Source: an optimization exercise on an open RTL-to-GDS flow (aim: small area, a short achievable clock period and few clock cycles). Production flows keep margins and buffers that such runs may drop. At most, simulation tests tie the RTL to the original design; equivalence was not proved. For run 1, only the layout was checked, not whether the RTL still works. Power figures rest on the tool's default switching activity, not on a simulated workload.

$ cat flow/design.v
module bayer_unpack (
    input  wire        clk,
    input  wire        rst,             
    input  wire        start,
    input  wire [11:0] cfg_width,
    input  wire [11:0] cfg_height,
    input  wire [31:0] cfg_mode,
    input  wire [15:0] cfg_stride,
    input  wire [31:0] cfg_src_len,
    output wire [1:0]  state,
    output wire [3:0]  err,
    output wire [3:0]  errfield,
    output wire [12:0] row,
    output wire [31:0] fault_addr,
    output wire        src_req,
    output wire [31:0] src_addr,
    input  wire        src_gnt,
    input  wire        src_rvalid,
    input  wire [7:0]  src_rdata,
    output wire        dst_we,
    output wire [25:0] dst_addr,
    output wire [7:0]  dst_wdata,
    input  wire        dst_ready
);
    localparam integer DD = 4;    
    localparam integer TD = 3;    
    localparam integer ED = 4;    
    localparam [1:0] ST_IDLE = 2'd0, ST_RUN = 2'd1, ST_DONE = 2'd2, ST_FAIL = 2'd3;
    localparam [3:0] PH_PI  = 4'd0,  PH_PRE = 4'd1,  PH_FLT = 4'd2,  PH_FLT2 = 4'd3,
                     PH_WI0 = 4'd4,  PH_WI1 = 4'd5,  PH_RS  = 4'd6,  PH_RUN  = 4'd7,
                     PH_Z   = 4'd8,  PH_T1  = 4'd9,  PH_T2  = 4'd10, PH_END  = 4'd11,
                     PH_PI1 = 4'd12, PH_PI2 = 4'd13, PH_FLT3 = 4'd14, PH_FB = 4'd15;
    function [31:0] add32;
        input [31:0] a, b;
        input        ci;
        reg   [31:0] g, p, gg, pp, gn, pn;
        integer l, i, j;
        begin
            g = a & b;
            p = a ^ b;
            gg = g;
            pp = p;
            gg[0] = g[0] | (p[0] & ci);
            for (l = 0; l < 5; l = l + 1) begin
                gn = gg;
                pn = pp;
                for (i = 0; i < 32; i = i + 1)
                    if (((i >> l) & 1) == 1) begin
                        j = ((i >> l) << l) - 1;
                        gn[i] = gg[i] | (pp[i] & gg[j]);
                        pn[i] = pp[i] & pp[j];
                    end
                gg = gn;
                pp = pn;
            end
            add32 = p ^ {gg[30:0], ci};
        end
    endfunction
    function [32:0] add32c;
        input [31:0] a, b;
        input        ci;
        reg   [31:0] g, p, gg, pp, gn, pn;
        integer l, i, j;
        begin
            g = a & b;
            p = a ^ b;
            gg = g;
            pp = p;
            gg[0] = g[0] | (p[0] & ci);
            for (l = 0; l < 5; l = l + 1) begin
                gn = gg;
                pn = pp;
                for (i = 0; i < 32; i = i + 1)
                    if (((i >> l) & 1) == 1) begin
                        j = ((i >> l) << l) - 1;
                        gn[i] = gg[i] | (pp[i] & gg[j]);
                        pn[i] = pp[i] & pp[j];
                    end
                gg = gn;
                pp = pn;
            end
            add32c = {gg[31], p ^ {gg[30:0], ci}};
        end
    endfunction
    function [31:0] inc32;
        input [31:0] x;
        reg   [31:0] pp, pn;
        integer l, i, j;
        begin
            pp = x;
            for (l = 0; l < 5; l = l + 1) begin
                pn = pp;
                for (i = 0; i < 32; i = i + 1)
                    if (((i >> l) & 1) == 1) begin
                        j = ((i >> l) << l) - 1;
                        pn[i] = pp[i] & pp[j];
                    end
                pp = pn;
            end
            inc32 = x ^ {pp[30:0], 1'b1};
        end
    endfunction
    reg [11:0] w_q, h_q;
    reg        p12_q, cmp_q, bin_q, snz_q;
    reg [3:0]  sel_q;         
    reg [15:0] stride_q;
    reg [16:0] rb_q;          
    reg [28:0] sl_q;          
    reg [1:0]  st_q;
    reg [1:0]  err_q;
    reg [1:0]  ef_q;          
    reg [12:0] row_q;
    reg [3:0]  ph_q;
    wire [7:0] in_prec = cfg_mode[7:0];
    wire [3:0] in_sel  = cfg_mode[19:16];
    wire       prec_ok = (in_prec == 8'd10) || (in_prec == 8'd12);
    wire       geom_ok = in_prec[2] ? (!cfg_width[0] || !cfg_height[0]) :
                         ((cfg_width[1:0] == 2'd0) || (cfg_height[1:0] == 2'd0) ||
                          (!cfg_width[0] && !cfg_height[0]));
    wire       start_ok = start && (st_q != ST_RUN);
    wire [4:0]  swb  = cmp_q ? (p12_q ? 5'd12 : 5'd10) : 5'd16;
    wire [31:0] rb_c = add32({15'd0, w_q, 5'd0} & {32{~cmp_q}} | {16'd0, w_q, 4'd0} & {32{cmp_q}},
                             cmp_q ? (p12_q ? {17'd0, w_q, 3'd0} : {18'd0, w_q, 2'd0}) : 32'd0,
                             1'b0);
    wire [18:0] pitch = snz_q ? {stride_q, 3'b000} : {2'b00, rb_q};
    wire        bdr = sel_q[1] | sel_q[0];
    wire        bdc = sel_q[1] | (~sel_q[0] & sel_q[3]);
    reg [32:0] bp;
    reg        sec;           
    reg [11:0] xc;            
    reg        hf;            
    reg        rp;            
    reg        zr;            
    reg        rq_v;          
    wire [1:0]  pat_full = rp ? {sel_q[0], sel_q[1]} : {sel_q[2], sel_q[3]};
    wire [1:0]  pat_tog  = rp ? {sel_q[2], sel_q[3]} : {sel_q[0], sel_q[1]};
    reg         step2_q, pat01_q;
    reg [DD-1:0] dcnt;        
    reg [DD-1:0] ocnt;        
    reg [TD-1:0] tcnt;        
    reg [ED-1:0] ecnt;        
    reg [7:0]  dmem [0:DD-1];
    reg [3:0]  tmem [0:TD-1];
    reg        emem [0:ED-1];
    reg        hw;            
    reg [7:0]  prev;          
    wire [2:0] o      = bp[2:0];
    wire       two    = (o != 3'd0);
    wire       isemit = sec || !two;
    wire       acc    = rq_v && src_gnt;
    wire       acc_e  = acc && isemit;
    reg        xc_one;        
    wire       pair_done = hf || step2_q;
    wire       last_pos  = pair_done && xc_one;
    wire       step2     = step2_q;
    wire       o_fits    = cmp_q && (p12_q ? (o[2] == 1'b0) : (o[2:1] != 2'b11));
    wire       share     = sec && !step2 && !last_pos && o_fits;
    wire [3:0] thead   = tmem[0];
    wire       rx_emit = src_rvalid && thead[3];
    wire [15:0] rwin   = {src_rdata, prev};
    wire [7:0] aligned = (thead[2:0] == 3'd0) ? src_rdata : (rwin >> thead[2:0]);
    wire       ehead   = emem[0];
    wire [1:0] wpat    = ehead ? {sel_q[0], sel_q[1]} : {sel_q[2], sel_q[3]};
    wire       w_isd   = bin_q || (hw ? wpat[0] : wpat[1]);
    wire       w_pres  = ecnt[0] && (!w_isd || dcnt[0]);
    wire       w_acc   = w_pres && dst_ready;
    wire       pop_d   = w_acc && w_isd;
    wire       pop_e   = w_acc && (bin_q || hw);
    reg        s_rb, s_p, s_2p, s_pre, s_nsl, s_sl, s_nrb, s_swb, s_run;
    reg [3:0]  ph_n;
    reg        bp_en;
    reg        push_e;
    function [5:0] runxop;
        input       sec_i;
        input [2:0] o_i;
        input       hf_i, xc1_i, step2_i, pat01_i, cmp_i, p12_i;
        reg         isem, lastp, fits, shr, dbl, m8;
        reg   [5:0] st;
        begin
            isem  = sec_i | (o_i == 3'd0);
            lastp = xc1_i & (hf_i | step2_i);
            fits  = cmp_i & (p12_i ? !o_i[2] : (o_i[2:1] != 2'b11));
            shr   = sec_i & !step2_i & !lastp & fits;
            dbl   = lastp ? (step2_i & !pat01_i) : step2_i;
            m8    = lastp ? sec_i : (sec_i & !shr);
            case ({cmp_i, p12_i, dbl, m8})
                4'b1000: st = 6'd10;   4'b1001: st = 6'd2;
                4'b1010: st = 6'd20;   4'b1011: st = 6'd12;
                4'b1100: st = 6'd12;   4'b1101: st = 6'd4;
                4'b1110: st = 6'd24;   4'b1111: st = 6'd16;
                4'b0000, 4'b0100: st = 6'd16;
                4'b0001, 4'b0101: st = 6'd8;
                4'b0010, 4'b0110: st = 6'd32;
                default:          st = 6'd24;
            endcase
            runxop = isem ? st : 6'd8;
        end
    endfunction
    reg  [5:0] xs_q;
    wire [20:0] x_run = {15'd0, xs_q};
    wire [4:0] wi0_lo = (p12_q ? 5'd4 : 5'd2) + ((bin_q && bdc) ? swb : 5'd0);
    wire        pre_ok = bp[32];
    wire        t_2p  = s_2p & (pre_ok | !s_pre);
    wire        t_np  = s_pre & !pre_ok;
    wire [20:0] xop21 = ({21{s_rb}}  & {4'd0, rb_q}) |
                        ({21{s_p}}   & {2'd0, pitch}) |
                        ({21{t_2p}}  & {1'd0, pitch, 1'b0}) |
                        ({21{t_np}}  & {2'b11, ~pitch}) |
                        ({21{s_nrb}} & {4'hf, ~rb_q}) |
                        ({21{s_swb}} & {16'd0, swb}) |
                        ({21{s_run}} & x_run);
    wire [32:0] xop33 = {{12{xop21[20]}}, xop21} |
                        ({33{s_nsl}} & {1'b1, ~sl_q, 3'b111}) |
                        ({33{s_sl}}  & {1'b0, sl_q, 3'b000});
    wire        cin   = t_np | s_nrb | s_sl;
    wire [32:0] bp_c  = add32c(bp[31:0], xop33[31:0], cin);
    wire [32:0] bp_sum = {bp[32] ^ xop33[32] ^ bp_c[32], bp_c[31:0]};
    wire [3:0] ph_row = bin_q ? PH_RUN :
                        (pat_full == 2'b00) ? PH_Z : (pat_full == 2'b01) ? PH_RS : PH_RUN;
    wire        pre_end = (row_q == {h_q, 1'b0});
    always @(*) begin
        bp_en  = 1'b0;
        ph_n   = ph_q;
        push_e = 1'b0;
        case (ph_q)
            PH_PI: begin
                bp_en = 1'b1; ph_n = PH_PI1;
            end
            PH_PI1: begin
                bp_en = 1'b1; ph_n = PH_PI2;
            end
            PH_PI2: begin
                bp_en = 1'b1; ph_n = PH_PRE;
            end
            PH_PRE: begin
                if (pre_end) ph_n = PH_WI0;
                else begin
                    bp_en = 1'b1;
                    if (!pre_ok) ph_n = PH_FB;
                end
            end
            PH_FB: begin
                bp_en = pre_ok; ph_n = PH_FLT;
            end
            PH_FLT: begin
                bp_en = 1'b1; ph_n = PH_FLT2;
            end
            PH_FLT2: begin
                bp_en = 1'b1; ph_n = PH_FLT3;
            end
            PH_WI0: begin
                ph_n = (bin_q && bdr) ? PH_WI1 : (bin_q ? PH_RUN : ph_row);
            end
            PH_WI1: begin
                bp_en = 1'b1; ph_n = PH_RUN;
            end
            PH_RS: begin
                bp_en = 1'b1; ph_n = PH_RUN;
            end
            PH_RUN: begin
                bp_en = acc;
                push_e = acc && isemit && pair_done;
                if (acc && isemit && last_pos) ph_n = PH_T1;
            end
            PH_Z: begin
                if (!ecnt[ED-1]) begin
                    push_e = 1'b1;
                    if (xc_one) ph_n = PH_T1;
                end
            end
            PH_T1: begin
                bp_en = 1'b1;
                ph_n = pre_end ? PH_END : zr ? ph_row : PH_T2;
            end
            PH_T2: begin
                bp_en = 1'b1;
                ph_n = ph_row;
            end
            default: ;
        endcase
    end
    wire          run_q   = (ph_q == PH_RUN);
    wire          rq_stay = run_q ? !(rq_v && isemit && last_pos) : (ph_n == PH_RUN);
    wire          a_e     = rq_v && isemit;
    wire          push_a  = run_q ? (a_e && pair_done) : push_e;
    wire [DD-1:0] ocnt_a  = (a_e && !pop_d) ? {ocnt[DD-2:0], 1'b1} :
                            (!a_e && pop_d) ? {1'b0, ocnt[DD-1:1]} : ocnt;
    wire [TD-1:0] tcnt_a  = (rq_v && !src_rvalid) ? {tcnt[TD-2:0], 1'b1} :
                            (!rq_v && src_rvalid) ? {1'b0, tcnt[TD-1:1]} : tcnt;
    wire [ED-1:0] ecnt_a  = (push_a && !pop_e) ? {ecnt[ED-2:0], 1'b1} :
                            (!push_a && pop_e) ? {1'b0, ecnt[ED-1:1]} : ecnt;
    wire [DD-1:0] ocnt_n = (acc_e && !pop_d) ? {ocnt[DD-2:0], 1'b1} :
                           (!acc_e && pop_d) ? {1'b0, ocnt[DD-1:1]} : ocnt;
    wire [TD-1:0] tcnt_n = (acc && !src_rvalid) ? {tcnt[TD-2:0], 1'b1} :
                           (!acc && src_rvalid) ? {1'b0, tcnt[TD-1:1]} : tcnt;
    wire [ED-1:0] ecnt_n = (push_e && !pop_e) ? {ecnt[ED-2:0], 1'b1} :
                           (!push_e && pop_e) ? {1'b0, ecnt[ED-1:1]} : ecnt;
    wire [DD-1:0] dcnt_n = (rx_emit && !pop_d) ? {dcnt[DD-2:0], 1'b1} :
                           (!rx_emit && pop_d) ? {1'b0, dcnt[DD-1:1]} : dcnt;
    wire [DD-1:0] d_free = ~dcnt & {dcnt[DD-2:0], 1'b1};
    wire [DD-1:0] d_last = dcnt & ~{1'b0, dcnt[DD-1:1]};
    wire [TD-1:0] t_free = ~tcnt & {tcnt[TD-2:0], 1'b1};
    wire [TD-1:0] t_last = tcnt & ~{1'b0, tcnt[TD-1:1]};
    wire [ED-1:0] e_free = ~ecnt & {ecnt[ED-2:0], 1'b1};
    wire [ED-1:0] e_last = ecnt & ~{1'b0, ecnt[ED-1:1]};
    wire row_end = (ph_q == PH_RUN && acc && isemit && last_pos) ||
                   (ph_q == PH_Z && push_e && xc_one);
    wire [31:0] sl_inc  = inc32({6'd0, sl_q[25:0]});    
    wire [31:0] row_inc = inc32({20'd0, row_q[12:1]});
    wire [31:0] xc_dec  = ~inc32({20'hfffff, ~xc});
    wire [2:0] o_emit = o + xs_q[2:0];
    wire [5:0] xs_adv = isemit ?
        runxop(share, o_emit, step2 ? hf : ~hf, pair_done ? (xc == 12'd2) : xc_one,
               step2_q, pat01_q, cmp_q, p12_q) :
        runxop(1'b1, o, hf, xc_one, step2_q, pat01_q, cmp_q, p12_q);
    wire [5:0] xs_row = runxop(1'b0, (ph_q == PH_WI0) ? wi0_lo[2:0] : bp_sum[2:0],
                               ph_q == PH_RS, w_q == 12'd1, step2_q, pat01_q, cmp_q, p12_q);
    wire [5:0] xs_n   = run_q ? (acc ? xs_adv : xs_q) : xs_row;
    integer i;
    always @(posedge clk) begin
        if (rst) begin
            st_q   <= ST_IDLE;
            err_q  <= 2'd0;
            ef_q   <= 2'd0;
            row_q  <= 13'd0;
            rq_v   <= 1'b0;
            dcnt   <= {DD{1'b0}};
            ocnt   <= {DD{1'b0}};
            tcnt   <= {TD{1'b0}};
            ecnt   <= {ED{1'b0}};
            hw     <= 1'b0;
        end else if (start_ok) begin
            w_q      <= cfg_width;
            h_q      <= cfg_height;
            p12_q    <= (in_prec == 8'd12);
            cmp_q    <= cfg_mode[8];
            sel_q    <= in_sel;
            bin_q    <= cfg_mode[20];
            stride_q <= cfg_stride;
            snz_q    <= (cfg_stride != 16'd0);
            sl_q     <= (cfg_src_len[31:29] != 3'd0) ? 29'h1fffffff : cfg_src_len[28:0];
            row_q    <= 13'd0;
            bp       <= 33'd512;
            s_nsl    <= 1'b1;
            {s_rb, s_p, s_2p, s_pre, s_sl, s_nrb, s_swb, s_run} <= 8'd0;
            ph_q     <= PH_PI;
            rp       <= 1'b0;
            step2_q  <= cfg_mode[20] | ~(in_sel[2] & in_sel[3]);
            pat01_q  <= ~cfg_mode[20] & ~in_sel[2] & in_sel[3];
            hw       <= 1'b0;
            ef_q     <= 2'd0;
            err_q    <= 2'd0;
            if (in_sel == 4'd0) begin
                st_q <= ST_FAIL; err_q <= 2'd1; ef_q <= 2'd1;
            end else if (!prec_ok) begin
                st_q <= ST_FAIL; err_q <= 2'd2; ef_q <= 2'd2;
            end else if (!geom_ok) begin
                st_q <= ST_FAIL; err_q <= 2'd2; ef_q <= 2'd3;
            end else if (cfg_height == 12'd0 || cfg_width == 12'd0) begin
                st_q  <= ST_DONE;
                row_q <= {cfg_height, 1'b0};
            end else begin
                st_q <= ST_RUN;
            end
        end else if (st_q == ST_RUN) begin
            ph_q <= ph_n;
            if (bp_en) bp <= bp_sum;
            s_rb  <= (ph_n == PH_PI1);
            s_p   <= (ph_n == PH_PI2) || (ph_n == PH_FB) || (ph_n == PH_WI1) ||
                     (ph_n == PH_T1 && !bin_q);
            s_2p  <= (ph_n == PH_PRE) || (ph_n == PH_T1 && bin_q);
            s_pre <= (ph_n == PH_PRE);
            s_nsl <= 1'b0;
            s_sl  <= (ph_n == PH_FLT2);
            s_nrb <= (ph_n == PH_FLT) || (ph_n == PH_T2);
            s_swb <= (ph_n == PH_RS);
            s_run <= (ph_n == PH_RUN);
            xs_q  <= xs_n;
            if (ph_q == PH_PI) rb_q <= rb_c[16:0];
            if (ph_q == PH_PRE && !pre_end && pre_ok)
                row_q <= {row_inc[11:0], 1'b0};
            if (ph_q == PH_FB && pre_ok)
                row_q <= {row_q[12:1], 1'b1};
            if ((ph_q == PH_FLT2 && bp[32]) || ph_q == PH_FLT3) begin
                if (ph_q == PH_FLT3) sl_q <= bp[31:3];
                st_q  <= ST_FAIL;
                err_q <= 2'd3;
            end
            if (ph_q == PH_WI0) begin
                bp <= {23'd0, 5'b10000, wi0_lo};
                sl_q  <= 29'd0;
                row_q <= 13'd0;
            end
            if (ph_q == PH_WI0 || ph_q == PH_T1 || ph_q == PH_T2) begin
                xc  <= w_q;
                xc_one <= (w_q == 12'd1);
                sec <= 1'b0;
                hf  <= 1'b0;
            end
            if (ph_q == PH_RS) hf <= 1'b1;
            if ((ph_q == PH_T1 && zr) || ph_q == PH_T2 || ph_q == PH_WI0)
                zr <= !bin_q && (ph_row == PH_Z);
            if (ph_q == PH_RUN && acc) begin
                if (!isemit) sec <= 1'b1;
                else begin
                    sec <= share;
                    if (!step2_q) hf <= ~hf;
                    if (pair_done) begin
                        xc <= xc_dec[11:0];
                        xc_one <= (xc == 12'd2);
                    end
                end
            end
            if (ph_q == PH_Z && push_e) begin
                xc <= xc_dec[11:0];
                xc_one <= (xc == 12'd2);
            end
            if (row_end) begin
                rp <= ~rp;
                step2_q <= bin_q | ~(pat_tog[1] & pat_tog[0]);
                pat01_q <= ~bin_q & (pat_tog == 2'b01);
                if (bin_q || row_q[0]) row_q <= {row_inc[11:0], 1'b0};
                else                   row_q <= {row_q[12:1], 1'b1};
            end
            rq_v <= rq_stay && !ocnt_a[DD-1] && !tcnt_a[TD-1] && !ecnt_a[ED-1];
            for (i = 0; i < TD; i = i + 1) begin
                if (src_rvalid) begin
                    if (rq_v && t_last[i]) tmem[i] <= {isemit, o};
                    else if (i < TD - 1) tmem[i] <= tmem[i + 1];
                end else if (rq_v && t_free[i]) tmem[i] <= {isemit, o};
            end
            tcnt <= tcnt_n;
            ocnt <= ocnt_n;
            if (src_rvalid) prev <= src_rdata;
            for (i = 0; i < DD; i = i + 1) begin
                if (pop_d) begin
                    if (rx_emit && d_last[i]) dmem[i] <= aligned;
                    else if (i < DD - 1) dmem[i] <= dmem[i + 1];
                end else if (rx_emit && d_free[i]) dmem[i] <= aligned;
            end
            dcnt <= dcnt_n;
            for (i = 0; i < ED; i = i + 1) begin
                if (pop_e) begin
                    if (push_e && e_last[i]) emem[i] <= rp;
                    else if (i < ED - 1) emem[i] <= emem[i + 1];
                end else if (push_e && e_free[i]) emem[i] <= rp;
            end
            ecnt <= ecnt_n;
            if (w_acc) begin
                sl_q <= {sl_q[28:26], sl_inc[25:0]};
                hw   <= !bin_q && !hw;
            end
            if (ph_q == PH_END && (!ecnt[0] || (!ecnt[1] && pop_e))) begin
                st_q <= ST_DONE;
                rq_v <= 1'b0;
            end
        end
    end
    assign state      = st_q;
    assign err        = {2'b00, err_q};
    assign errfield   = {2'b00, ef_q};
    assign row        = row_q;
    assign fault_addr = (err_q == 2'd3) ? {3'b000, sl_q} : 32'd0;
    assign src_req    = rq_v;
    assign src_addr   = {3'b000, bp[31:3]};
    assign dst_we     = (st_q == ST_RUN) && w_pres;
    assign dst_addr   = sl_q[25:0];
    assign dst_wdata  = w_isd ? dmem[0] : 8'd0;
endmodule
$ cat flow/flow/run.sh
#!/bin/bash
# The standard layout (standard.sh: the standard flow's synthesis and ORFS flow), with
# one change: the buffers that ORFS puts on every input and output port are
# made from the smallest buffer cell instead of the default choice.
set -e
export BUFFER_PORTS_ARGS="-buffer_cell sky130_fd_sc_hd__buf_1"
bash standard.sh > standard.log 2>&1
$ cat flow/standard.sh
#!/bin/bash
# synth_recipe.tcl (not shown) runs the flow's synth.tcl, then flattens the netlist and writes it again
# the make line also repeats each setting of config.mk as NAME=value (left out here)
make -C /OpenROAD-flow-scripts/flow DESIGN_CONFIG=/design/flow/config.mk WORK_HOME=/design/flow/orfs CLKGATE_MAP_FILE= SYNTH_SCRIPT=/design/flow/synth_recipe.tcl "${@:-finish}"
$ cat flow/config.mk
export PLATFORM = sky130hd
export DESIGN_NAME = bayer_unpack
export DESIGN_NICKNAME = bayer_unpack
export VERILOG_FILES = /design/flow/design.v
export SDC_FILE = /design/flow/constraint.sdc
export NUM_CORES = 4
export LEC_CHECK = 0
export CAP_MARGIN = 20
export CORE_MARGIN = 2
export CORE_UTILIZATION = 55
export CTS_BUF_LIST = sky130_fd_sc_hd__clkbuf_8
export CTS_CLUSTER_DIAMETER = 60
export CTS_CLUSTER_SIZE = 14
export SETUP_SLACK_MARGIN = 4
export SLEW_MARGIN = 20
$ cat flow/constraint.sdc
create_clock -name core_clock -period 8.0 [get_ports {clk}]
set_input_delay 1.6000 -clock core_clock [delete_from_list [all_inputs] [get_ports {clk}]]
set_output_delay 1.6000 -clock core_clock [all_outputs]
set_load 0.01 [all_outputs]
==> results of run 1 <==
## cell families (layout without fill, tap and decap cells)
group | Yosys count | count (layout) | synth area share [%]
flops | 253 | 253 | 43.2
simple gates | 583 | 583 | 17.2
xor+xnor | 65 | 65 | 3.40
mux | 149 | 149 | 9.61
buf+inv | 212 | 357 | 6.37
fa+ha+maj | 78 | 78 | 6.28
other cells | 1 | 10 | 0.0224
compound gates | 360 | 360 | 13.9
## critical path, stage by stage (launching register included)
cell and delay (ns):
sky130_fd_sc_hd__edfxtp_1 0.62, sky130_fd_sc_hd__or3_1 0.54, sky130_fd_sc_hd__a211oi_1 0.44, sky130_fd_sc_hd__fa_1 0.30
sky130_fd_sc_hd__nor2b_1 0.08, sky130_fd_sc_hd__o31ai_2 0.29, sky130_fd_sc_hd__a211oi_2 0.17, sky130_fd_sc_hd__or2_2 0.34
sky130_fd_sc_hd__a211oi_1 0.31, sky130_fd_sc_hd__fa_1 0.48, sky130_fd_sc_hd__nor2_1 0.12
## repair_timing
action / 4_1_cts / 5_1_grt
hold buffers: 0 / 0
pin swaps: 0 / 1
endpoints found under the setup margin: 15 / 15
buffers inserted: 5 / 1
gates resized for setup: 3 / 5
## final cells by class
type	count	area, um2
fillers	2641	11700
well taps	390	488
inverters	68	258
multi-input cells	1245	8520
flip-flops and latches	253	7240
repair buffers	236	990
clock inverters	24	228
clock buffers	29	399
## placed cells by master (no fill, tap or decap), drive strengths merged, types with 31 or more instances in the layout
| cell type | instances |
|---|---|
| a21oi | 102 |
| and3 | 43 |
| buf | 234 |
| clkbuf | 31 |
| dfxtp | 36 |
| edfxtp | 217 |
| ha | 68 |
| inv | 81 |
| mux2 | 64 |
| mux2i | 82 |
| nand2 | 142 |
| nand3 | 42 |
| nor2 | 173 |
| nor3 | 35 |
| o21ai | 94 |
| xnor2 | 34 |
| xor2 | 31 |
## metrics by stage
step                      power, mW  instances  area, um2  utilization, %  worst slack (ns)
after floorplan                2.33       1710      16800               -              4.01
after global placement         2.52       2185      17400            58.4              3.60
after detailed placement       2.54       2185      17400            58.4              3.54
after CTS                      3.52       2243      18100            60.7              4.07
after global routing           3.68       2245      18100            60.8              4.01
final                          3.51       2245      18100            60.8              4.17
## how the worst max path moves through the flow
stage / endpoint / slack [ns] / from
after detailed placement: rb_q[9] / 3.54 / rst
after global placement: rb_q[10] / 3.60 / rst
after CTS: bp[16] / 4.07 / s_nrb
after floorplan: bp[0] / 4.01 / rst
final: bp[16] / 4.17 / s_nrb
after global routing: rb_q[6] / 4.01 / rst
## state kept, by name (all words and copies together), names as in the netlist, 13 cells and up
register  cells
sl_q         29
rb_q         15
stride_q     16
dmem         32
row_q        13
bp           33
## per-layer routing
| layer | global-route usage [%] | vias to the layer above | wire length (um) |
|---|---|---|---|
| met2 | 45.5 | 510 | 20800 |
| li1 | - | 6443 | - |
| met1 | 38.8 | 6395 | 19800 |
| met3 | 3.86 | 82 | 3300 |
| met5 | 0 | - | 0 |
| met4 | 7.52 | 0 | 1120 |
## synth_stat cells, drive strengths merged, types with 20 or more instances
library cell,n
a211oi,24
a21oi,102
and2,24
and3,43
buf,82
clkbuf,62
dfxtp,36
edfxtp,217
ha,68
inv,66
mux2,64
mux2i,82
nand2,142
nand3,42
nor2,173
nor2b,20
nor3,35
nor4,22
o211ai,23
o21ai,94
xnor2,34
xor2,31
## report_power, final
| part | total [mW] | leakage (nW) | switching, mW | internal [mW] |
|---|---|---|---|---|
| Combinational | 0.855 | 4.17 | 0.510 | 0.345 |
| Sequential | 1.67 | 2.29 | 0.121 | 1.55 |
| Clock | 0.981 | 0.335 | 0.550 | 0.430 |
| Total | 3.51 | 6.80 | 1.18 | 2.33 |
==> flow_summary.yaml, run 1 <==
clock_network:
  cts_tree: "done"
  clock_tree.root_cell: "sky130_fd_sc_hd__clkbuf_8"
  cts.sink_count: 253
  insertion_delay_ns: 0.62
  clkSlewWorstSetupHoldPaths_ns: 0.10
  clockBufferDepth: 3
  cts-htree-levels: 1
  numCtsBuffers: 29
pwr:
  cellLeakagePower_nw: 6.80
  power.density_cell_area_nw_per_um2: 194
  ir_worst_vdd_uv: 129
synth:
  synthesis.instances: 1701
  cell_types_with_the_largest_area_share_after_synthesis: "sky130_fd_sc_hd__edfxtp_1 39%, sky130_fd_sc_hd__ha_1 5.1%, sky130_fd_sc_hd__mux2i_1 4.9%, sky130_fd_sc_hd__dfxtp_1 4.3%, sky130_fd_sc_hd__mux2_2 4.3%"
  synth.yosys.seq_area_share_pct: 43.2
  post_synth_edffs: 217
  cell_area_after_synthesis_um2: 16700
  yosys_most_used_dff: "sky130_fd_sc_hd__edfxtp_1"
  synthesis.area_per_instance_um2: 9.84
  asr_flop_ratio_synth_pct: 0
  synth.lib_cells_used.distinct: 81
  synth-seq-cells: 253
  synthDominantAreaCellType: "sky130_fd_sc_hd__edfxtp_1"
  synth.yosys.warnings: 4
  netlist.area_leader.share_pct: 38.9
final_layout:
  drive_above_1_share_pct: 9.60
  flow.area_growth_from_synthesis_pct: 8.19
  nets: 2029
  count_of_inserted_antenna_diode_cells: 0
hold_path:
  end_point_of_the_most_critical_hold_path: "ocnt[0]"
  hold_start: "ocnt[0]"
  hold_depth: 2
  type_of_the_worst_min_delay_path: "reg -> reg"
timing:
  final.min_clock_period_ns: 3.83
  report.final.setup_viol: 0
  timing.fmax_mhz: 261
  slew_headroom_pct: 20.7
  hold_ws_ns: 0.480
  skew_ns: 0.0347
  final-max-slew-violation-count: 0
  hold_viol_final: 0
  tns_ns: 0
  fin_crit_sh_pct: 47.9
  rsz0062_at_grt: "false"
  worst-slew-pin-transition_ns: 1.19
die:
  fp.dieArea_um2: 31900
  die_w_um: 178
  placeableCoreArea_um2: 29800
  initial_utilization_pct: 56.2
  die_height_um: 178
  standard_cell_rows: 63
  design.portCount: 241
flow_run:
  maxCapViolCount: 0
worst_setup_path:
  regToRegSetupSlack_ns: 4.17
  critical_path_class: "reg -> reg"
  critical_path.startpoint_type: "flop"
  crit_fanout: 11
  critical_path_required_ns: 8.46
  crit-reg2reg-capture: "bp[16]"
  nature_of_the_critical_path_endpoint: "flop"
  timing.critical_path.arrival_ns: 4.29
  r2r-start: "s_nrb"
  ff2ff_path_depth: 10
outcome:
  outcome: "no timing/DRC/antenna violations"
placement:
  globalplace.congestion: 0.927
  port-buffer-count: 212
  hpwl_mm: 32.5
route:
  drt-total-wl_mm: 45.0
  wire_length_per_cell_after_detailed_routing_um: 20.1
  drt_iter0_markers: 1029
  detailedRoute.firstPassIterationCount: 7
  drc: 0
  antenna_violating_nets_post_route: 0
  routed_via_density: 5.98
  vias: 13400
grt:
  grt-ovfl-total: 0
  number_of_global_route_vias_before_repair: 12600
  antenna_found_initial: 0
  global_route_usage_over_all_layers_pct: 27.8
  grt_start_max_net_pins: 44
  global_route_wire_length_before_repair_mm: 69.4
==> run 2, diff against run 1 <==
--- a/flow/design.v
+++ b/flow/design.v
@@ -162,10 +162,12 @@
     wire       ehead   = emem[0];
     wire [1:0] wpat    = ehead ? {sel_q[0], sel_q[1]} : {sel_q[2], sel_q[3]};
     wire       w_isd   = bin_q || (hw ? wpat[0] : wpat[1]);
-    wire       w_pres  = ecnt[0] && (!w_isd || dcnt[0]);
-    wire       w_acc   = w_pres && dst_ready;
-    wire       pop_d   = w_acc && w_isd;
-    wire       pop_e   = w_acc && (bin_q || hw);
+    reg        we_q;
+    reg  [7:0] wdata_q;
+    wire       w_free  = !we_q || dst_ready;
+    wire       w_load  = w_free && ecnt[0] && (!w_isd || dcnt[0]);
+    wire       pop_d   = w_load && w_isd;
+    wire       pop_e   = w_load && (bin_q || hw);
     reg        s_rb, s_p, s_2p, s_pre, s_nsl, s_sl, s_nrb, s_swb, s_run;
     reg [3:0]  ph_n;
     reg        bp_en;
@@ -324,6 +326,7 @@
             ef_q   <= 2'd0;
             row_q  <= 13'd0;
             rq_v   <= 1'b0;
+            we_q   <= 1'b0;
             dcnt   <= {DD{1'b0}};
             ocnt   <= {DD{1'b0}};
             tcnt   <= {TD{1'b0}};
@@ -446,11 +449,16 @@
                 end else if (push_e && e_free[i]) emem[i] <= rp;
             end
             ecnt <= ecnt_n;
-            if (w_acc) begin
-                sl_q <= {sl_q[28:26], sl_inc[25:0]};
-                hw   <= !bin_q && !hw;
+            if (we_q && dst_ready) sl_q <= {sl_q[28:26], sl_inc[25:0]};
+            if (w_load) begin
+                we_q    <= 1'b1;
+                wdata_q <= w_isd ? dmem[0] : 8'd0;
+                hw      <= !bin_q && !hw;
+            end else if (dst_ready) begin
+                we_q    <= 1'b0;
             end
-            if (ph_q == PH_END && (!ecnt[0] || (!ecnt[1] && pop_e))) begin
+            if (ph_q == PH_END && !ecnt[0] && w_free) begin
+                we_q <= 1'b0;
                 st_q <= ST_DONE;
                 rq_v <= 1'b0;
             end
@@ -463,7 +471,7 @@
     assign fault_addr = (err_q == 2'd3) ? {3'b000, sl_q} : 32'd0;
     assign src_req    = rq_v;
     assign src_addr   = {3'b000, bp[31:3]};
-    assign dst_we     = (st_q == ST_RUN) && w_pres;
+    assign dst_we     = we_q;
     assign dst_addr   = sl_q[25:0];
-    assign dst_wdata  = w_isd ? dmem[0] : 8'd0;
+    assign dst_wdata  = wdata_q;
 endmodule
--- a/flow/config.mk
+++ b/flow/config.mk
@@ -11,5 +11,5 @@
 export CTS_BUF_LIST = sky130_fd_sc_hd__clkbuf_8
 export CTS_CLUSTER_DIAMETER = 60
 export CTS_CLUSTER_SIZE = 14
-export SETUP_SLACK_MARGIN = 4
+export SETUP_SLACK_MARGIN = 4.75
 export SLEW_MARGIN = 20
==> flow_summary.yaml, run 2 <==
outcome:
  outcome: "no timing/DRC/antenna violations"
synth:
  yosys-top-cells-count: "225 x sky130_fd_sc_hd__edfxtp_1, 180 x sky130_fd_sc_hd__nor2_1, 123 x sky130_fd_sc_hd__nand2_1"
  synth.area.mux_share_pct: 8.88
  cell_types_with_the_largest_area_share_after_synthesis: "sky130_fd_sc_hd__edfxtp_1 40%, sky130_fd_sc_hd__ha_1 5.0%, sky130_fd_sc_hd__mux2i_1 4.6%, sky130_fd_sc_hd__dfxtp_1 4.3%, sky130_fd_sc_hd__mux2_2 4.3%"
  netlist.area_leader.share_pct: 39.6
  synth.yosys.warnings: 4
  synth-compound-area-share_pct: 14.5
  post_synth_and_or_nand_nor_area_fraction_pct: 16.9
  post_synth_edffs: 225
  synth-seq-cells: 262
  post_synth_xor_area_fraction_pct: 3.29
  synth_most_common_cell: "sky130_fd_sc_hd__edfxtp_1"
  yosys_most_used_dff: "sky130_fd_sc_hd__edfxtp_1"
  dominant_combinational_cell_family_by_area_after_synthesis: "simple AND/OR/NAND/NOR gates"
  cell_area_after_synthesis_um2: 17000
  synthesis.area_per_instance_um2: 9.87
  synth.yosys.seq_area_share_pct: 44.0
  synthesis.instances: 1727
  asr_flop_ratio_synth_pct: 0
  synth.lib_cells_used.distinct: 77
  synthAdderAreaFrac_pct: 6.17
  synthDominantAreaCellType: "sky130_fd_sc_hd__edfxtp_1"
placement:
  globalplace.congestion: 0.870
  hpwl_mm: 31.5
  port-buffer-count: 212
worst_setup_path:
  critical_path_required_ns: 8.33
  timing.critical_path.buf_inv: 2
  crit_fanout: 10
  ff2ff_path_depth: 13
  crit_chain: "buf_6, buf_12, mux2i_4, o211ai_1, ha_4, a21o_1, a211oi_1, o31ai_1, a32oi_1, nand2_2, o41ai_4, xnor2_1, nor2_1"
  crit-reg2reg-capture: "bp[32]"
  critical-path-top-delay-family: "compound AO/OA/AOI/OAI gates"
  r2r-start: "snz_q"
  critical-path-max-stage-delay_ns: 0.51
  critical_path.startpoint_type: "flop"
  regToRegSetupSlack_ns: 4.44
  timing.critical_path.depth: 13
  critical_path.slowest_cell: "sky130_fd_sc_hd__edfxtp_1"
  nature_of_the_critical_path_endpoint: "flop"
  critical_path_class: "reg -> reg"
  timing.critical_path.arrival_ns: 3.89
timing:
  fin_crit_sh_pct: 44.5
  report.final.setup_viol: 0
  final-max-slew-violation-count: 0
  tns_ns: 0
  worst-slew-pin-transition_ns: 1.05
  hold_viol_final: 0
  slew_headroom_pct: 29.6
  skew_ns: 0.0280
  final.min_clock_period_ns: 3.56
  rsz0062_at_grt: "true"
  timing.fmax_mhz: 281
final_layout:
  count_of_inserted_antenna_diode_cells: 0
  largest_registers: "bp x33, dmem x32, sl_q x29"
  layout.cells.most_common: "sky130_fd_sc_hd__edfxtp_1"
  most-common-layout-cells: "225 x sky130_fd_sc_hd__edfxtp_1, 211 x sky130_fd_sc_hd__buf_1, 170 x sky130_fd_sc_hd__nor2_1"
  util_after_layout_pct: 64.6
  nets: 2099
  largest_register_ff_count: 33
  regMostFlops: "bp"
  flow.area_growth_from_synthesis_pct: 16.0
  drive_above_1_share_pct: 16.4
grt:
  antenna_found_initial: 0
  grt-ovfl-total: 0
  global_route_wire_length_before_repair_mm: 71.9
  global_route_usage_over_all_layers_pct: 27.5
  number_of_global_route_vias_before_repair: 12800
  grt_start_max_net_pins: 50
route:
  drt-total-wl_mm: 46.9
  vias: 14000
  wire_length_per_cell_after_detailed_routing_um: 20.2
  drc: 0
  antenna_violating_nets_post_route: 0
  routed_via_density: 6.04
  detailedRoute.firstPassIterationCount: 5
  drt_iter0_markers: 1218
die:
  design.portCount: 241
  die_w_um: 180
  die_height_um: 180
  initial_utilization_pct: 55.7
  standard_cell_rows: 64
  placeableCoreArea_um2: 30600
  fp.dieArea_um2: 32400
clock_network:
  cts-htree-levels: 1
  cts.sink_count: 262
  clkSlewWorstSetupHoldPaths_ns: 0.10
  insertion_delay_ns: 0.61
  clock_tree.root_cell: "sky130_fd_sc_hd__clkbuf_8"
  cts_tree: "done"
  numCtsBuffers: 29
  clockBufferDepth: 3
flow_run:
  maxCapViolCount: 0
hold_path:
  type_of_the_worst_min_delay_path: "reg -> reg"
  hold_start: "ocnt[0]"
  end_point_of_the_most_critical_hold_path: "ocnt[0]"
  hold_depth: 2
pwr:
  ir_worst_vdd_uv: 227
  cellLeakagePower_nw: 7.30
  power.density_cell_area_nw_per_um2: 188
==> run 2: changes by cell type after synthesis, sizes merged, moves of 9 or more <==
| cell | before | now |
|---|---|---|
| a21oi | 102 | 121 |
| inv | 66 | 54 |
| a221oi | 11 | 21 |
| nand2 | 142 | 123 |
| nand2b | 18 | 27 |
| nor3 | 35 | 44 |
| o21ai | 94 | 76 |
==> run 2: worst max path at each step <==
stage | end | slack [ns] | startpoint
after floorplan | bp[0] | 4.62 | start
after global placement | dmem[1][2] | 3.56 | rst
after detailed placement | dmem[1][2] | 3.57 | rst
after CTS | bp[26] | 4.57 | s_sl
after global routing | bp[32] | 4.30 | snz_q
final | bp[32] | 4.44 | snz_q
==> run 2: cell type report <==
type,count,area (um2)
Fill cell,2539,10800
Multi-Input combinational cell,1263,9200
Sequential cell,262,7500
Timing Repair Buffer,292,1630
Tap cell,396,495
Clock buffer,30,413
Clock inverter,23,304
Inverter,55,219
==> run 2: power by group <==
part,switching (mW),internal (mW),total (mW)
Sequential,0.0956,1.59,1.68
Combinational,0.525,0.400,0.925
Clock,0.544,0.562,1.11
Total,1.17,2.55,3.71
==> run 2: worst min-delay path: cells and delay by family, from the launching register on <==
| kind | cells | cell delay [ns] |
|---|---|---|
| AOI/OAI and AO/OA | 2 | 0.12 |
| DFF | 1 | 0.32 |
==> run 2: per-stage QoR <==
step	setup WS (ns)	cell area [um2]	std cells	power, mW	hold slack [ns]
after floorplan	4.62	17200	1736	2.27	0.421
after global placement	3.56	17700	2201	2.43	0.455
after detailed placement	3.57	17700	2201	2.45	0.472
after CTS	4.57	19200	2296	3.63	0.489
after global routing	4.30	19800	2321	3.88	0.517
final	4.44	19800	2321	3.71	0.483
==> run 2: timing repair <==
item,CTS,global route
gates cloned,4,2
hold buffers,0,0
setup endpoints to repair,173,73
pin swaps,29,55
setup buffers,38,23
endpoints found under the hold margin,0,0
gates resized for setup,87,72
==> run 2: layer usage <==
| metal | global-route usage [%] | wire length [um] | vias up | share of wire, % |
|---|---|---|---|---|
| li1 | - | - | 6675 | - |
| met1 | 39.9 | 20900 | 6779 | 45 |
| met2 | 44.0 | 21900 | 516 | 47 |
| met3 | 4.12 | 3130 | 57 | 6.7 |
| met4 | 5.71 | 952 | 0 | 2.0 |
| met5 | 0 | 0 | - | 0 |
==> run 2: kinds of logic after synthesis <==
kind of cell / Yosys count
AOI/OAI and AO/OA: 376
xor gates and xnor gates: 64
adders and majority gates: 78
buffers and inverters: 213
DFF: 262
muxes: 143
other: 1
and+or+nand+nor: 590
Testbench counts of run 2, summed over its fixed seeds: cycles 45,271.
==> run 3, diff against run 2 <==
--- a/flow/config.mk
+++ b/flow/config.mk
@@ -7,9 +7,9 @@
 export LEC_CHECK = 0
 export CAP_MARGIN = 20
 export CORE_MARGIN = 2
-export CORE_UTILIZATION = 55
+export CORE_UTILIZATION = 65
 export CTS_BUF_LIST = sky130_fd_sc_hd__clkbuf_8
 export CTS_CLUSTER_DIAMETER = 60
 export CTS_CLUSTER_SIZE = 14
-export SETUP_SLACK_MARGIN = 4.75
+export SETUP_SLACK_MARGIN = 4.5
 export SLEW_MARGIN = 20
==> flow_summary.yaml, run 3 <==
die:
  die_w_um: 166
  initial_utilization_pct: 65.8
  placeableCoreArea_um2: 25900
  design.portCount: 241
  die_height_um: 166
  standard_cell_rows: 59
  fp.dieArea_um2: 27500
route:
  drt-total-wl_mm: 44.2
  met2_length_mm: 20.5
  routed_via_density: 6.36
  antenna_violating_nets_post_route: 0
  detailedRoute.firstPassIterationCount: 8
  drc: 0
  drt_iter0_markers: 1283
  vias: 14200
  drt-met1-wl_mm: 18.8
  routed.top_layer: "met4"
  wire_length_per_cell_after_detailed_routing_um: 19.8
  route.met3.wl_mm: 3.85
final_layout:
  drive_above_1_share_pct: 12.5
  count_of_inserted_antenna_diode_cells: 0
  flow.area_growth_from_synthesis_pct: 10.7
  layout.cells.most_common: "sky130_fd_sc_hd__edfxtp_1"
  regMostFlops: "bp"
  largest_register_ff_count: 33
  largest_registers: "bp x33, dmem x32, sl_q x29"
  nets: 2070
  most-common-layout-cells: "225 x sky130_fd_sc_hd__edfxtp_1, 211 x sky130_fd_sc_hd__buf_1, 175 x sky130_fd_sc_hd__nor2_1"
placement:
  port-buffer-count: 212
  hpwl_mm: 30.5
  globalplace.congestion: 0.953
clock_network:
  cts_hold_buf: 0
  clkSlewWorstSetupHoldPaths_ns: 0.11
  cts.sink_count: 262
  insertion_delay_ns: 0.59
  clockBufferDepth: 3
  clock_tree.root_cell: "sky130_fd_sc_hd__clkbuf_8"
  cts-htree-levels: 1
  cts_tree: "done"
  numCtsBuffers: 26
timing:
  timing.fmax_mhz: 287
  hold_viol_final: 0
  worst-slew-pin-transition_ns: 1.14
  final-max-slew-violation-count: 0
  rsz0062_at_grt: "true"
  final.min_clock_period_ns: 3.48
  skew_ns: 0.0332
  tns_ns: 0
  slew_headroom_pct: 23.7
  hold_ws_ns: 0.490
  fin_crit_sh_pct: 43.5
  report.final.setup_viol: 0
synth:
  synth.yosys.seq_area_share_pct: 44.0
  cell_area_after_synthesis_um2: 17000
  synthDominantAreaCellType: "sky130_fd_sc_hd__edfxtp_1"
  yosys-top-cells-count: "225 x sky130_fd_sc_hd__edfxtp_1, 180 x sky130_fd_sc_hd__nor2_1, 123 x sky130_fd_sc_hd__nand2_1"
  synthesis.area_per_instance_um2: 9.87
  synth.lib_cells_used.distinct: 77
  synthesis.instances: 1727
  synth.yosys.warnings: 4
  post_synth_edffs: 225
  asr_flop_ratio_synth_pct: 0
  synth-seq-cells: 262
  synth_most_common_cell: "sky130_fd_sc_hd__edfxtp_1"
  netlist.area_leader.share_pct: 39.6
  yosys_most_used_dff: "sky130_fd_sc_hd__edfxtp_1"
  cell_types_with_the_largest_area_share_after_synthesis: "sky130_fd_sc_hd__edfxtp_1 40%, sky130_fd_sc_hd__ha_1 5.0%, sky130_fd_sc_hd__mux2i_1 4.6%, sky130_fd_sc_hd__dfxtp_1 4.3%, sky130_fd_sc_hd__mux2_2 4.3%"
pwr:
  power.switching_mw: 1.09
  power.sequential.fraction_pct: 49.4
  ir_worst_vdd_uv: 175
  comb_power_share_pct: 24.6
  power.density_cell_area_nw_per_um2: 181
  netSwitchingFraction_pct: 31.9
  clkPwrFrac_pct: 26.1
  cellLeakagePower_nw: 7.01
  internal_power_mw: 2.32
grt:
  grt-ovfl-total: 0
  global_route_wire_length_before_repair_mm: 68.6
  grt_start_max_net_pins: 50
  antenna_found_initial: 0
  number_of_global_route_vias_before_repair: 13100
  global_route_usage_over_all_layers_pct: 30.4
worst_setup_path:
  critical_path_class: "reg -> reg"
  nature_of_the_critical_path_endpoint: "flop"
  critical_path_required_ns: 8.32
  critical_path.startpoint_type: "flop"
  crit_fanout: 8
  timing.critical_path.arrival_ns: 3.80
  regToRegSetupSlack_ns: 4.52
outcome:
  outcome: "no timing/DRC/antenna violations"
hold_path:
  type_of_the_worst_min_delay_path: "reg -> reg"
flow_run:
  maxCapViolCount: 0
-- run 3: layout make-up --
class	instances	area, um2
Inverter	55	219
Clock buffer	30	413
Fill cell	1926	7050
Tap cell	335	419
Multi-Input combinational cell	1261	8840
Clock inverter	18	130
Timing Repair Buffer	268	1340
Sequential cell	262	7500
-- run 3: metrics by stage --
| step | instance area (um2) | util, % | setup slack, ns | power [mW] | std cells |
|---|---|---|---|---|---|
| 4_1_cts | 18500 | 71.3 | 4.50 | 3.34 | 2211 |
| 3_5_place_dp | 17600 | 67.8 | 3.33 | 2.44 | 2139 |
| 6_report | 18900 | 72.8 | 4.52 | 3.41 | 2229 |
| 2_1_floorplan | 17100 | - | 4.53 | 2.26 | 1736 |
| 3_3_place_gp | 17600 | 67.8 | 3.39 | 2.41 | 2139 |
| 5_1_grt | 18900 | 72.8 | 4.40 | 3.56 | 2229 |
-- run 3: path summary, 6_finish.rpt --
path | from | end | depth (start not counted)
max | sl_q[10] | bp[31] | 13
min | ef_q[1] | ef_q[1] | 2
max reg2reg | sl_q[10] | bp[31] | 13
min reg2reg | ef_q[1] | ef_q[1] | 2
-- run 3: cells by family after synthesis --
| logic type | after synthesis | share of synthesized area, % |
|---|---|---|
| fa+ha+maj | 78 | 6.17 |
| compound gates | 376 | 14.5 |
| other cells | 1 | 0.0220 |
| buf+inv | 213 | 6.26 |
| simple gates | 590 | 16.9 |
| mux | 143 | 8.88 |
| xor+xnor | 64 | 3.29 |
| flops | 262 | 44.0 |
-- run 3: worst max-delay path: stages (launching register included) --
cell and delay, ns:
sky130_fd_sc_hd__edfxtp_1 0.54, sky130_fd_sc_hd__mux2i_1 0.36, sky130_fd_sc_hd__nand2_1 0.08, sky130_fd_sc_hd__a21oi_1 0.13, sky130_fd_sc_hd__o211ai_1 0.12, sky130_fd_sc_hd__ha_1 0.38, sky130_fd_sc_hd__and4_1 0.26, sky130_fd_sc_hd__a311o_2 0.44
sky130_fd_sc_hd__o211ai_1 0.25, sky130_fd_sc_hd__nand2_2 0.12, sky130_fd_sc_hd__buf_6 0.15, sky130_fd_sc_hd__o21a_1 0.19, sky130_fd_sc_hd__nor3_2 0.12, sky130_fd_sc_hd__nor3_1 0.06
-- run 3: routing by layer --
metal / up-vias / GRT usage [%]
met5: - / 0
met3: 93 / 5.27
li1: 6597 / -
met4: 0 / 8.51
met2: 703 / 49.1
met1: 6786 / 42.7
-- run 3: timing repair --
action,CTS,global route
pin swaps,14,23
endpoints found under the setup margin,86,93
cloned,2,0
gates resized for setup,38,53
setup buffers,22,18
-- run 3: power groups by stage --
stage	clock network, mW	logic, mW	registers, mW
finish	0.889	0.837	1.68
global route	0.948	0.920	1.69
CTS	0.897	0.767	1.68
detailed placement	0	0.722	1.71
global placement	0	0.701	1.71
floorplan	0	0.601	1.66
==> run 4, diff against run 3 <==
--- a/flow/config.mk
+++ b/flow/config.mk
@@ -13,3 +13,4 @@
 export CTS_CLUSTER_SIZE = 14
 export SETUP_SLACK_MARGIN = 4.5
 export SLEW_MARGIN = 20
+export TNS_END_PERCENT = 10
==> flow_summary.yaml, run 4 <==
outcome:
  outcome: "no timing/DRC/antenna violations"
clock_network:
  cts-htree-levels: 1
  clockBufferDepth: 3
  cts.sink_count: 262
  numCtsBuffers: 27
  insertion_delay_ns: 0.58
  cts_tree: "done"
  clock_tree.root_cell: "sky130_fd_sc_hd__clkbuf_8"
  cts_hold_buf: 0
  clkSlewWorstSetupHoldPaths_ns: 0.10
synth:
  synth_most_common_cell: "sky130_fd_sc_hd__edfxtp_1"
  synth-seq-cells: 262
  synthDominantAreaCellType: "sky130_fd_sc_hd__edfxtp_1"
  cell_types_with_the_largest_area_share_after_synthesis: "sky130_fd_sc_hd__edfxtp_1 40%, sky130_fd_sc_hd__ha_1 5.0%, sky130_fd_sc_hd__mux2i_1 4.6%, sky130_fd_sc_hd__dfxtp_1 4.3%, sky130_fd_sc_hd__mux2_2 4.3%"
  post_synth_edffs: 225
  yosys_most_used_dff: "sky130_fd_sc_hd__edfxtp_1"
  netlist.area_leader.share_pct: 39.6
  yosys-top-cells-count: "225 x sky130_fd_sc_hd__edfxtp_1, 180 x sky130_fd_sc_hd__nor2_1, 123 x sky130_fd_sc_hd__nand2_1"
  synthesis.instances: 1727
  synthesis.area_per_instance_um2: 9.87
  synth.lib_cells_used.distinct: 77
  cell_area_after_synthesis_um2: 17000
  synth.yosys.seq_area_share_pct: 44.0
  asr_flop_ratio_synth_pct: 0
  synth.yosys.warnings: 4
grt:
  grt_start_max_net_pins: 51
  number_of_global_route_vias_before_repair: 13100
  antenna_found_initial: 0
  global_route_wire_length_before_repair_mm: 68.5
  global_route_usage_over_all_layers_pct: 30.5
  grt-ovfl-total: 0
pwr:
  post-layout-total-power_mw: 3.44
  power.switching_mw: 1.09
  power.sequential.fraction_pct: 48.9
  netSwitchingFraction_pct: 31.6
  clkPwrFrac_pct: 27.1
  ir_worst_vdd_uv: 140
  power.density_cell_area_nw_per_um2: 183
  comb_power_share_pct: 23.9
  internal_power_mw: 2.35
  cellLeakagePower_nw: 6.97
final_layout:
  count_of_inserted_antenna_diode_cells: 0
  layout.cells.most_common: "sky130_fd_sc_hd__edfxtp_1"
  most-common-layout-cells: "225 x sky130_fd_sc_hd__edfxtp_1, 211 x sky130_fd_sc_hd__buf_1, 175 x sky130_fd_sc_hd__nor2_1"
  flow.area_growth_from_synthesis_pct: 10.3
  drive_above_1_share_pct: 12.3
  largest_register_ff_count: 33
  regMostFlops: "bp"
  largest_registers: "bp x33, dmem x32, sl_q x29"
  fill_cells: 1945
  nets: 2071
hold_path:
  hold_start: "ef_q[1]"
  type_of_the_worst_min_delay_path: "reg -> reg"
timing:
  skew_ns: 0.0209
  fin_crit_sh_pct: 44.0
  tns_ns: 0
  final-max-slew-violation-count: 0
  rsz0062_at_grt: "true"
  final.min_clock_period_ns: 3.52
  report.final.setup_viol: 0
  worst-slew-pin-transition_ns: 1.10
  slew_headroom_pct: 26.8
  timing.fmax_mhz: 284
  hold_viol_final: 0
route:
  detailedRoute.firstPassIterationCount: 9
  vias: 14000
  antenna_violating_nets_post_route: 0
  wire_length_per_cell_after_detailed_routing_um: 19.7
  drc: 0
  drt_iter0_markers: 1342
  routed_via_density: 6.26
  drt-total-wl_mm: 44.0
die:
  placeableCoreArea_um2: 25900
  fp.dieArea_um2: 27500
  design.portCount: 241
  die_height_um: 166
  die_w_um: 166
  initial_utilization_pct: 65.8
  standard_cell_rows: 59
flow_run:
  maxCapViolCount: 0
worst_setup_path:
  r2r-start: "snz_q"
  crit_end: "bp[28]"
  regToRegSetupSlack_ns: 4.48
  crit-reg2reg-capture: "bp[28]"
  timing.critical_path.depth: 13
  critical_path_class: "reg -> reg"
  critical_path_required_ns: 8.30
  timing.critical_path.buf_inv: 2
  nature_of_the_critical_path_endpoint: "flop"
  crit_fanout: 10
  ff2ff_path_depth: 13
  worstSetupStartpoint: "snz_q"
  timing.critical_path.arrival_ns: 3.83
  critical-path-top-delay-family: "compound AO/OA/AOI/OAI gates"
  crit_chain: "buf_4, buf_6, mux2_2, a21oi_1, o211ai_1, ha_1, and4_1, a311o_1, o21ai_2, a21boi_4, a221oi_2, xor2_1, nor2_1"
  critical_path.startpoint_type: "flop"
  critical_path.slowest_cell: "sky130_fd_sc_hd__a311o_1"
  critical-path-max-stage-delay_ns: 0.45
placement:
  port-buffer-count: 212
  globalplace.congestion: 0.945
  hpwl_mm: 30.8
[run 4: cell types whose count changed in the layout (fill, tap and decap cells not counted), moves of 3 or more]
cell                      change
sky130_fd_sc_hd__a21oi_2      -3
sky130_fd_sc_hd__buf_6        -4
sky130_fd_sc_hd__mux2i_1      -7
sky130_fd_sc_hd__a21oi_1      +4
sky130_fd_sc_hd__buf_4        +8
sky130_fd_sc_hd__mux2i_2      +6
[run 4: power groups by stage]
stage	clock network, mW	registers, mW	logic [mW]
after floorplan	0	1.66	0.599
after global placement	0	1.71	0.697
after detailed placement	0	1.72	0.716
after CTS	0.941	1.68	0.774
after global routing	0.993	1.69	0.909
final	0.934	1.68	0.824
[run 4: worst min path at each step]
stage | end | cells after the start
finish | ef_q[1] | 2
global route | ocnt[0] | 2
CTS | ef_q[1] | 2
detailed placement | ef_q[1] | 2
global placement | ef_q[1] | 2
floorplan | emem[3] | 0
[run 4: area by class of cell]
class	count	area, um2	area share, %
inverters	55	219	1.16
well taps	335	419	2.23
multi-input cells	1261	8830	47.0
clock buffers	30	413	2.20
clock inverters	19	168	0.892
flip-flops and latches	262	7500	39.9
repair buffers	268	1250	6.66
[run 4: logic make-up after synthesis]
family                   Yosys count  synth area share (%)
other                              1                0.0220
flip-flops                       262                  44.0
AND/OR/NAND/NOR                  590                  16.9
XOR/XNOR                          64                  3.29
multiplexers                     143                  8.88
adder cells (fa/ha/maj)           78                  6.17
AO/OA/AOI/OAI                    376                  14.5
buffers and inverters            213                  6.26
[run 4: stage by stage]
stage | instance area [um2] | hold WS (ns) | utilization (%) | cells | worst slack, ns
floorplan | 17100 | 0.421 | - | 1736 | 4.14
global placement | 17600 | 0.455 | 67.7 | 2137 | 3.44
detailed placement | 17600 | 0.456 | 67.7 | 2137 | 3.39
CTS | 18500 | 0.478 | 71.4 | 2216 | 4.39
global route | 18800 | 0.535 | 72.6 | 2230 | 4.33
finish | 18800 | 0.474 | 72.6 | 2230 | 4.48
[run 4: what timing repair did]
item,CTS,global route
pin swaps,11,18
hold endpoints to repair,0,0
setup buffers,30,14
setup endpoints to repair,101,129
resized for setup,32,42
[run 4: worst register-to-register path, cell delays in order, from the launching register on]
cell	delay, ns
sky130_fd_sc_hd__edfxtp_1	0.36
sky130_fd_sc_hd__buf_4	0.18
sky130_fd_sc_hd__buf_6	0.17
sky130_fd_sc_hd__mux2_2	0.36
sky130_fd_sc_hd__a21oi_1	0.15
sky130_fd_sc_hd__o211ai_1	0.12
sky130_fd_sc_hd__ha_1	0.37
sky130_fd_sc_hd__and4_1	0.20
sky130_fd_sc_hd__a311o_1	0.45
sky130_fd_sc_hd__o21ai_2	0.23
sky130_fd_sc_hd__a21boi_4	0.11
sky130_fd_sc_hd__a221oi_2	0.30
sky130_fd_sc_hd__xor2_1	0.18
sky130_fd_sc_hd__nor2_1	0.06
[run 4: per-layer routing]
metal	global-route usage, %	up-vias	routed length [um]
met2	50.5	613	20800
met1	42.7	6666	18600
met5	0	-	0
met4	7.41	0	1020
met3	4.46	80	3590
li1	-	6600	-
==> run 5, diff against run 4 <==
--- a/flow/config.mk
+++ b/flow/config.mk
@@ -7,10 +7,9 @@
 export LEC_CHECK = 0
 export CAP_MARGIN = 20
 export CORE_MARGIN = 2
-export CORE_UTILIZATION = 65
+export CORE_UTILIZATION = 55
 export CTS_BUF_LIST = sky130_fd_sc_hd__clkbuf_8
 export CTS_CLUSTER_DIAMETER = 60
 export CTS_CLUSTER_SIZE = 14
 export SETUP_SLACK_MARGIN = 4.5
 export SLEW_MARGIN = 20
-export TNS_END_PERCENT = 10
==> flow_summary.yaml, run 5 <==
die:
  die_w_um: 180
  design.portCount: 241
  standard_cell_rows: 64
  die_height_um: 180
  initial_utilization_pct: 55.7
  fp.dieArea_um2: 32400
  placeableCoreArea_um2: 30600
clock_network:
  insertion_delay_ns: 0.62
  cts.sink_count: 262
  clkSlewWorstSetupHoldPaths_ns: 0.11
  clockBufferDepth: 3
  cts-htree-levels: 1
  clock_tree.root_cell: "sky130_fd_sc_hd__clkbuf_8"
  cts_tree: "done"
  numCtsBuffers: 30
worst_setup_path:
  critical_path_required_ns: 8.37
  crit_fanout: 6
  ff2ff_path_depth: 14
  r2r-start: "snz_q"
  regToRegSetupSlack_ns: 4.45
  nature_of_the_critical_path_endpoint: "flop"
  worstSetupStartpoint: "snz_q"
  critical_path.startpoint_type: "flop"
  timing.critical_path.arrival_ns: 3.92
  critical_path_class: "reg -> reg"
  crit-reg2reg-capture: "bp[28]"
synth:
  cell_types_with_the_largest_area_share_after_synthesis: "sky130_fd_sc_hd__edfxtp_1 40%, sky130_fd_sc_hd__ha_1 5.0%, sky130_fd_sc_hd__mux2i_1 4.6%, sky130_fd_sc_hd__dfxtp_1 4.3%, sky130_fd_sc_hd__mux2_2 4.3%"
  synthesis.instances: 1727
  synth-seq-cells: 262
  yosys-top-cells-count: "225 x sky130_fd_sc_hd__edfxtp_1, 180 x sky130_fd_sc_hd__nor2_1, 123 x sky130_fd_sc_hd__nand2_1"
  netlist.area_leader.share_pct: 39.6
  yosys_most_used_dff: "sky130_fd_sc_hd__edfxtp_1"
  synth.lib_cells_used.distinct: 77
  synthDominantAreaCellType: "sky130_fd_sc_hd__edfxtp_1"
  synthesis.area_per_instance_um2: 9.87
  cell_area_after_synthesis_um2: 17000
  synth.yosys.seq_area_share_pct: 44.0
  asr_flop_ratio_synth_pct: 0
  synth.yosys.warnings: 4
  post_synth_edffs: 225
  synth_most_common_cell: "sky130_fd_sc_hd__edfxtp_1"
placement:
  port-buffer-count: 212
  detailed_place.area_um2: 17700
  hpwl_mm: 31.7
  globalplace.congestion: 0.880
  post_placement_cell_count: 2203
  dpl_worst_slack_ns: 3.61
hold_path:
  end_point_of_the_most_critical_hold_path: "ocnt[0]"
  type_of_the_worst_min_delay_path: "reg -> reg"
  hold_start: "ocnt[0]"
  hold_depth: 2
timing:
  worst-slew-pin-transition_ns: 1.11
  hold_viol_final: 0
  fin_crit_sh_pct: 44.4
  final.min_clock_period_ns: 3.55
  report.final.setup_viol: 0
  rsz0062_at_grt: "true"
  final-max-slew-violation-count: 0
  timing.fmax_mhz: 281
  slew_headroom_pct: 25.8
  skew_ns: 0.0288
  tns_ns: 0
  setup_ws_ns: 4.45
route:
  vias: 13800
  antenna_violating_nets_post_route: 0
  drt-total-wl_mm: 45.1
  detailedRoute.firstPassIterationCount: 5
  drt_iter0_markers: 1015
  wire_length_per_cell_after_detailed_routing_um: 19.6
  routed_via_density: 6.02
  drc: 0
grt:
  global_route_usage_over_all_layers_pct: 26.5
  grt-ovfl-total: 0
  grt_use_met2_pct: 42.0
  antenna_found_initial: 0
  groute.layer.met3.usage_pct: 3.40
  use_met1_pct: 39.3
  global_route_wire_length_before_repair_mm: 70.1
  grt_start_max_net_pins: 51
  busiest_layer_in_global_routing: "met2"
  number_of_global_route_vias_before_repair: 12700
final_layout:
  final_area_um2: 19100
  fill_cells: 2642
  regMostFlops: "bp"
  nets: 2075
  layout.cells.most_common: "sky130_fd_sc_hd__edfxtp_1"
  most-common-layout-cells: "225 x sky130_fd_sc_hd__edfxtp_1, 211 x sky130_fd_sc_hd__buf_1, 173 x sky130_fd_sc_hd__nor2_1"
  largest_registers: "bp x33, dmem x32, sl_q x29"
  flow.area_growth_from_synthesis_pct: 12.0
  layout.cells.non_filler: 2299
  count_of_inserted_antenna_diode_cells: 0
  largest_register_ff_count: 33
  drive_above_1_share_pct: 13.6
flow_run:
  maxCapViolCount: 0
pwr:
  cellLeakagePower_nw: 7.07
  post-layout-total-power_mw: 3.58
  power.density_cell_area_nw_per_um2: 188
  ir_worst_vdd_uv: 129
outcome:
  outcome: "no timing/DRC/antenna violations"
## run 5: final cells by class
cell class                      instances  area [um2]  area share (%)
Multi-Input combinational cell       1261        8890            46.6
Sequential cell                       262        7500            39.3
Timing Repair Buffer                  269        1290            6.77
Tap cell                              396         495            2.60
Clock buffer                           33         454            2.38
Clock inverter                         23         239            1.25
Inverter                               55         215            1.13
## run 5: through the flow
stage          utilization, %  hold WS (ns)
2_1_floorplan               -         0.421
3_3_place_gp             57.8         0.451
3_5_place_dp             57.8         0.470
4_1_cts                  60.7         0.488
5_1_grt                  62.4         0.530
6_report                 62.4         0.485
## run 5: timing repair
| item | 4_1_cts | 5_1_grt |
|---|---|---|
| pin swaps | 7 | 24 |
| setup buffers | 16 | 22 |
| hold buffers | 0 | 0 |
| endpoints found under the hold margin | 0 | 0 |
| gates resized for setup | 28 | 72 |
| endpoints found under the setup margin | 75 | 100 |
| gates cloned | 0 | 2 |
## run 5: layer usage
metal,share of wire (%),up-vias
met5,0,-
met4,1.7,0
li1,-,6608
met1,46,6645
met2,46,515
met3,7.1,63
## run 5: critical path: stages (launching register included)
cell,delay (ns)
sky130_fd_sc_hd__edfxtp_1,0.54
sky130_fd_sc_hd__buf_6,0.18
sky130_fd_sc_hd__mux2_4,0.31
sky130_fd_sc_hd__a21oi_2,0.15
sky130_fd_sc_hd__nand3_2,0.13
sky130_fd_sc_hd__ha_4,0.25
sky130_fd_sc_hd__a211oi_2,0.23
sky130_fd_sc_hd__nor2_1,0.09
sky130_fd_sc_hd__a311o_1,0.44
sky130_fd_sc_hd__buf_6,0.16
sky130_fd_sc_hd__o21ai_4,0.19
sky130_fd_sc_hd__a21boi_4,0.11
sky130_fd_sc_hd__a221oi_2,0.27
sky130_fd_sc_hd__xor2_1,0.20
sky130_fd_sc_hd__nor2_1,0.05
## run 5: how the worst max path moves through the flow
| stage | cells after the start | slack [ns] | endpoint |
|---|---|---|---|
| floorplan | 13 | 4.53 | bp[28] |
| global placement | 6 | 3.61 | dmem[1][0] |
| detailed placement | 6 | 3.61 | dmem[1][1] |
| CTS | 14 | 4.44 | bp[28] |
| global route | 14 | 4.33 | bp[28] |
| finish | 14 | 4.45 | bp[28] |
## run 5: where the power goes
group          total (mW)  switching (mW)  internal, mW  leakage, nW
combinational       0.840           0.486         0.354         4.33
sequential           1.68          0.0967          1.59         2.37
clock                1.06           0.562         0.500        0.371
## run 5: cells by family after synthesis
logic type | Yosys count | share of synthesized area (%)
flops | 262 | 44.0
buf+inv | 213 | 6.26
compound gates | 376 | 14.5
xor+xnor | 64 | 3.29
mux | 143 | 8.88
fa+ha+maj | 78 | 6.17
simple gates | 590 | 16.9
other cells | 1 | 0.0220

-- port drivers added, routing unchanged --
The results above use ideal ports. As a check the final layouts listed here were re-extracted and re-timed, cells and wires unchanged. Step 1, drivers: a clkbuf_16 drives clk and a buf_2 each remaining input, both assumed. Step 2 adds t to the input delays and takes it off the output delays; t is the mean of the earliest and latest rising clock arrival at the registers after step 1. Input paths then give back, and output paths get back, about the clock's delay inside the block. Slacks: ideal / step 1 / step 2; pairs: ideal / step 1.
run	shift t [ns]	setup slack, ns	worst setup path at the end	clock arrival spread, ns
run 1	0.651	4.167 / 4.167 / 3.554	input to register	0.035 / 0.035
run 2	0.641	4.439 / 4.439 / 4.229	input to register	0.028 / 0.028
run 3	0.621	4.517 / 4.517 / 3.991	input to register	0.033 / 0.033
run 4	0.617	4.478 / 4.478 / 3.962	input to register	0.021 / 0.021
run 5	0.655	4.447 / 4.447 / 4.046	input to register	0.029 / 0.029
After both steps setup and hold are still met in every run listed. The setup slack of run 1, which loses most, moves by 0.000 ns with the drivers and by -0.613 ns with both steps.
